From an optimization exercise on the open Yosys and OpenROAD flow, aimed at small area; shortcuts taken in it are not production practice. Function was checked by simulation only, so behaviour that the tests miss may differ from the original. Power and IR drop assume default switching activity.

## netsgp_fcs
module netsgp_fcs (
    input             clk,
    input             rst,
    input             bus_en,
    input             bus_we,
    input      [7:0]  bus_addr,
    input      [1:0]  bus_size,      
    input      [31:0] bus_wdata,
    output reg [31:0] bus_rdata,
    output reg        bus_err,
    input             rx_valid,
    input      [7:0]  rx_data,
    output reg        tx_valid,
    output reg [7:0]  tx_data,
    input             tx_ready,
    input             ms_tick
);
    localparam [7:0] MAGIC      = 8'h43;
    localparam [7:0] CMD_STATUS = 8'hC0;
    localparam [7:0] CMD_CTRL   = 8'hC1;
    localparam [7:0] CMD_PGRADE = 8'hC3;
    localparam [2:0] ST_IDLE    = 3'd0;
    localparam [2:0] ST_FLUSH   = 3'd1;
    localparam [2:0] ST_TX      = 3'd2;
    localparam [2:0] ST_HUNT    = 3'd3;
    localparam [2:0] ST_COLLECT = 3'd4;
    localparam [2:0] ST_FINISH  = 3'd5;
    localparam [2:0] ST_PSCAN   = 3'd6;
    reg [3:0]   opc_q;
    reg         done_q, ok_q, rec_q, rx_ovf_q, rej_q;
    reg [2:0]   st_q;
    reg [7:0]   cmd_q, value_q, len_q, expect_q;
    reg [31:0]  devid_q;
    reg [15:0]  pattern_q;
    reg [31:0]  tmo_block_q, tmo_wait_q;
    reg [7:0]   csum_q;
    reg [4:0]   flen_q;
    reg [31:0]  now_q;
    reg [31:0]  r_devid_q, r_power_q, r_dc_q, r_ac_q;
    reg [7:0]   r_state_q, r_temp_q;
    reg         r_valid_q;
    reg [215:0] buf_q;           
    reg [511:0] fifo_q;          
    reg [6:0]   count_q;
    reg [31:0]  rem_q;           
    reg [4:0]   n_q;             
    reg [6:0]   kb_q;            
    reg [15:0]  lpat_q;          
    reg         m13_q;           
    wire busy = (st_q != ST_IDLE);
    function [7:0] add8(input [7:0] a, input [7:0] b);
        reg c;
        integer k;
        begin
            c = 1'b0;
            for (k = 0; k < 8; k = k + 1) begin
                add8[k] = a[k] ^ b[k] ^ c;
                c = (a[k] & b[k]) | (c & (a[k] ^ b[k]));
            end
        end
    endfunction
    function [31:0] inc32(input [31:0] a, input ci);
        reg c;
        integer k;
        begin
            c = ci;
            for (k = 0; k < 32; k = k + 1) begin
                inc32[k] = a[k] ^ c;
                c = a[k] & c;
            end
        end
    endfunction
  ...
Size in the first run: ~1200 flip-flops, roughly 99 I/O pins, ~56000 um^2 of cells after synthesis.
export LEC_CHECK = 0
export ABC_AREA = 1
export CAP_MARGIN = 10
export CELL_PAD_IN_SITES_DETAIL_PLACEMENT = 1
export CELL_PAD_IN_SITES_GLOBAL_PLACEMENT = 2
export CORE_MARGIN = 2
export CORE_UTILIZATION = 30
export CTS_CLUSTER_DIAMETER = 80
export CTS_CLUSTER_SIZE = 20
export PLACE_DENSITY = 0.5
export SLEW_MARGIN = 10
create_clock -name core_clock -period 40.0 [get_ports {clk}]
standard.sh (not shown) runs the stock make flow with config.mk's settings and CLKGATE_MAP_FILE= SYNTH_SCRIPT=/design/flow/synth_recipe.tcl, a recipe that flattens the netlist after the stock synthesis.
==> flow/flow/run.sh <==
#!/bin/bash
set -uo pipefail
HERE=$(pwd)

rm -rf "$HERE/scripts_area"
cp -r "$FLOW_HOME/scripts" "$HERE/scripts_area"
cp "$HERE/flow/abc_area.script" "$HERE/scripts_area/abc_area.script"

bash standard.sh SCRIPTS_DIR="$HERE/scripts_area" ABC_AREA=1 synth > "$HERE/synth.log" 2>&1 || { tail -50 "$HERE/synth.log"; exit 1; }

CSZ=$(sed -n 's/^export CTS_CLUSTER_SIZE *= *//p' config.mk)
CDI=$(sed -n 's/^export CTS_CLUSTER_DIAMETER *= *//p' config.mk)
CTS="-sink_clustering_enable -repair_clock_nets -dont_use_dummy_load"
[ -n "$CSZ" ] && CTS="$CTS -sink_clustering_size $CSZ"
[ -n "$CDI" ] && CTS="$CTS -sink_clustering_max_diameter $CDI"

bash standard.sh CTS_ARGS="$CTS" BUFFER_PORTS_ARGS="-buffer_cell sky130_fd_sc_hd__buf_1" > "$HERE/layout.log" 2>&1 || { tail -50 "$HERE/layout.log"; exit 1; }
==> flow/flow/abc_area.script <==
&get -n
&st
&syn4
&dch -f
&nf -R 1000 -p -F 10 -A 10 -C 32
&put
topo
stime -c
Rerun with:
==> flow/flow/run.sh (replaced) <==
#!/bin/bash
set -uo pipefail
HERE=$(pwd)

rm -rf "$HERE/scripts_area"
cp -r "$FLOW_HOME/scripts" "$HERE/scripts_area"
cp "$HERE/flow/abc_area.script" "$HERE/scripts_area/abc_area.script"

PDU=$(make -s -C "$FLOW_HOME" DESIGN_CONFIG="$HERE/config.mk" WORK_HOME="$HERE/orfs" print-DONT_USE_CELLS 2>/dev/null | sed -n 's/^DONT_USE_CELLS: *//p')
[ -n "$PDU" ] || { echo "could not read the platform's DONT_USE_CELLS"; exit 1; }
DU="$PDU sky130_fd_sc_hd__o21ai_0 sky130_fd_sc_hd__and2_0 sky130_fd_sc_hd__or2_0 sky130_fd_sc_hd__a21boi_0 sky130_fd_sc_hd__o311ai_0"
echo "DONT_USE_CELLS=$DU" > "$HERE/dont_use.log"

bash standard.sh SCRIPTS_DIR="$HERE/scripts_area" ABC_AREA=1 DONT_USE_CELLS="$DU" synth > "$HERE/synth.log" 2>&1 || { tail -50 "$HERE/synth.log"; exit 1; }

CSZ=$(sed -n 's/^export CTS_CLUSTER_SIZE *= *//p' config.mk)
CDI=$(sed -n 's/^export CTS_CLUSTER_DIAMETER *= *//p' config.mk)
CBL=$(sed -n 's/^export CTS_BUF_LIST *= *//p' config.mk)
CTS="-sink_clustering_enable -repair_clock_nets -dont_use_dummy_load"
[ -n "$CBL" ] && CTS="$CTS -buf_list {$CBL}"
[ -n "$CSZ" ] && CTS="$CTS -sink_clustering_size $CSZ"
[ -n "$CDI" ] && CTS="$CTS -sink_clustering_max_diameter $CDI"

bash standard.sh DONT_USE_CELLS="$DU" CTS_ARGS="$CTS" BUFFER_PORTS_ARGS="-buffer_cell sky130_fd_sc_hd__buf_1" > "$HERE/layout.log" 2>&1 || { tail -50 "$HERE/layout.log"; exit 1; }
- CAP_MARGIN: 10 -> 20
- CTS_BUF_LIST: default -> sky130_fd_sc_hd__clkbuf_4
- CTS_CLUSTER_DIAMETER: 80 -> 60
- CTS_CLUSTER_SIZE: 20 -> 7
- SLEW_MARGIN: 10 -> 20
- The changed run completed without violations
- non-clock buffer count fell by 48
- wire length shrinks by 1.5%
- design area drops by 2.5%
- register-to-register slack is better by 0.40 ns
- sequential power is about the same
Rerun with:
==> flow/flow/run.sh (replaced) <==
#!/bin/bash
set -uo pipefail
HERE=$(pwd)

rm -rf "$HERE/scripts_area"
cp -r "$FLOW_HOME/scripts" "$HERE/scripts_area"
cp "$HERE/flow/abc_area.script" "$HERE/scripts_area/abc_area.script"

bash standard.sh SCRIPTS_DIR="$HERE/scripts_area" ABC_AREA=1 synth > "$HERE/synth.log" 2>&1 || { tail -50 "$HERE/synth.log"; exit 1; }

CSZ=$(sed -n 's/^export CTS_CLUSTER_SIZE *= *//p' config.mk)
CDI=$(sed -n 's/^export CTS_CLUSTER_DIAMETER *= *//p' config.mk)
CBL=$(sed -n 's/^export CTS_BUF_LIST *= *//p' config.mk)
CTS="-sink_clustering_enable -repair_clock_nets -dont_use_dummy_load"
[ -n "$CBL" ] && CTS="$CTS -buf_list {$CBL}"
[ -n "$CSZ" ] && CTS="$CTS -sink_clustering_size $CSZ"
[ -n "$CDI" ] && CTS="$CTS -sink_clustering_max_diameter $CDI"

bash standard.sh CTS_ARGS="$CTS" BUFFER_PORTS_ARGS="-buffer_cell sky130_fd_sc_hd__buf_1" > "$HERE/layout.log" 2>&1 || { tail -50 "$HERE/layout.log"; exit 1; }
The changed run finished clean.
Non-clock buffer count goes up by 47.
Die area does not change.
Power is about the same.
Register-to-register slack gets worse by 0.27 ns.
Critical path depth goes down by 4.
Cell count goes up by 0.54%.
Via count goes up by 0.98%.

-- separate check: timing with driven ports --
No port has a modelled driver above. Below, the same layouts with a new extraction and two added sets of constraints.
Step 1: set_driving_cell puts a clkbuf_16 on clk and a buf_2 on each other input, an assumption about the parent block.
Step 2 moves the port delays by t, midway between the first and last clock arrival at a register: inputs arrive t later, outputs are due t later. That takes back most of the time a late clock gives input paths.
Three values: no drivers, after step 1, after step 2; two values: the first two.
| run | shift t [ns] | slack for setup (ns) | clock arrival spread, ns | slew at the worst register clock pin (ns) |
|---|---|---|---|---|
| the first run | 0.863 | 8.567 / 8.635 / 7.772 | 0.115 / 0.116 | 0.09 / 0.09 |
| the second run | 1.390 | 9.642 / 9.704 / 8.313 | 0.131 / 0.131 | 0.11 / 0.11 |
| the third run | 1.377 | 9.132 / 9.194 / 7.816 | 0.095 / 0.095 | 0.11 / 0.11 |
After both steps every run listed still meets setup and hold. The setup slack of the second run, which loses most, moves by +0.062 ns with the drivers and by -1.329 ns with both steps.
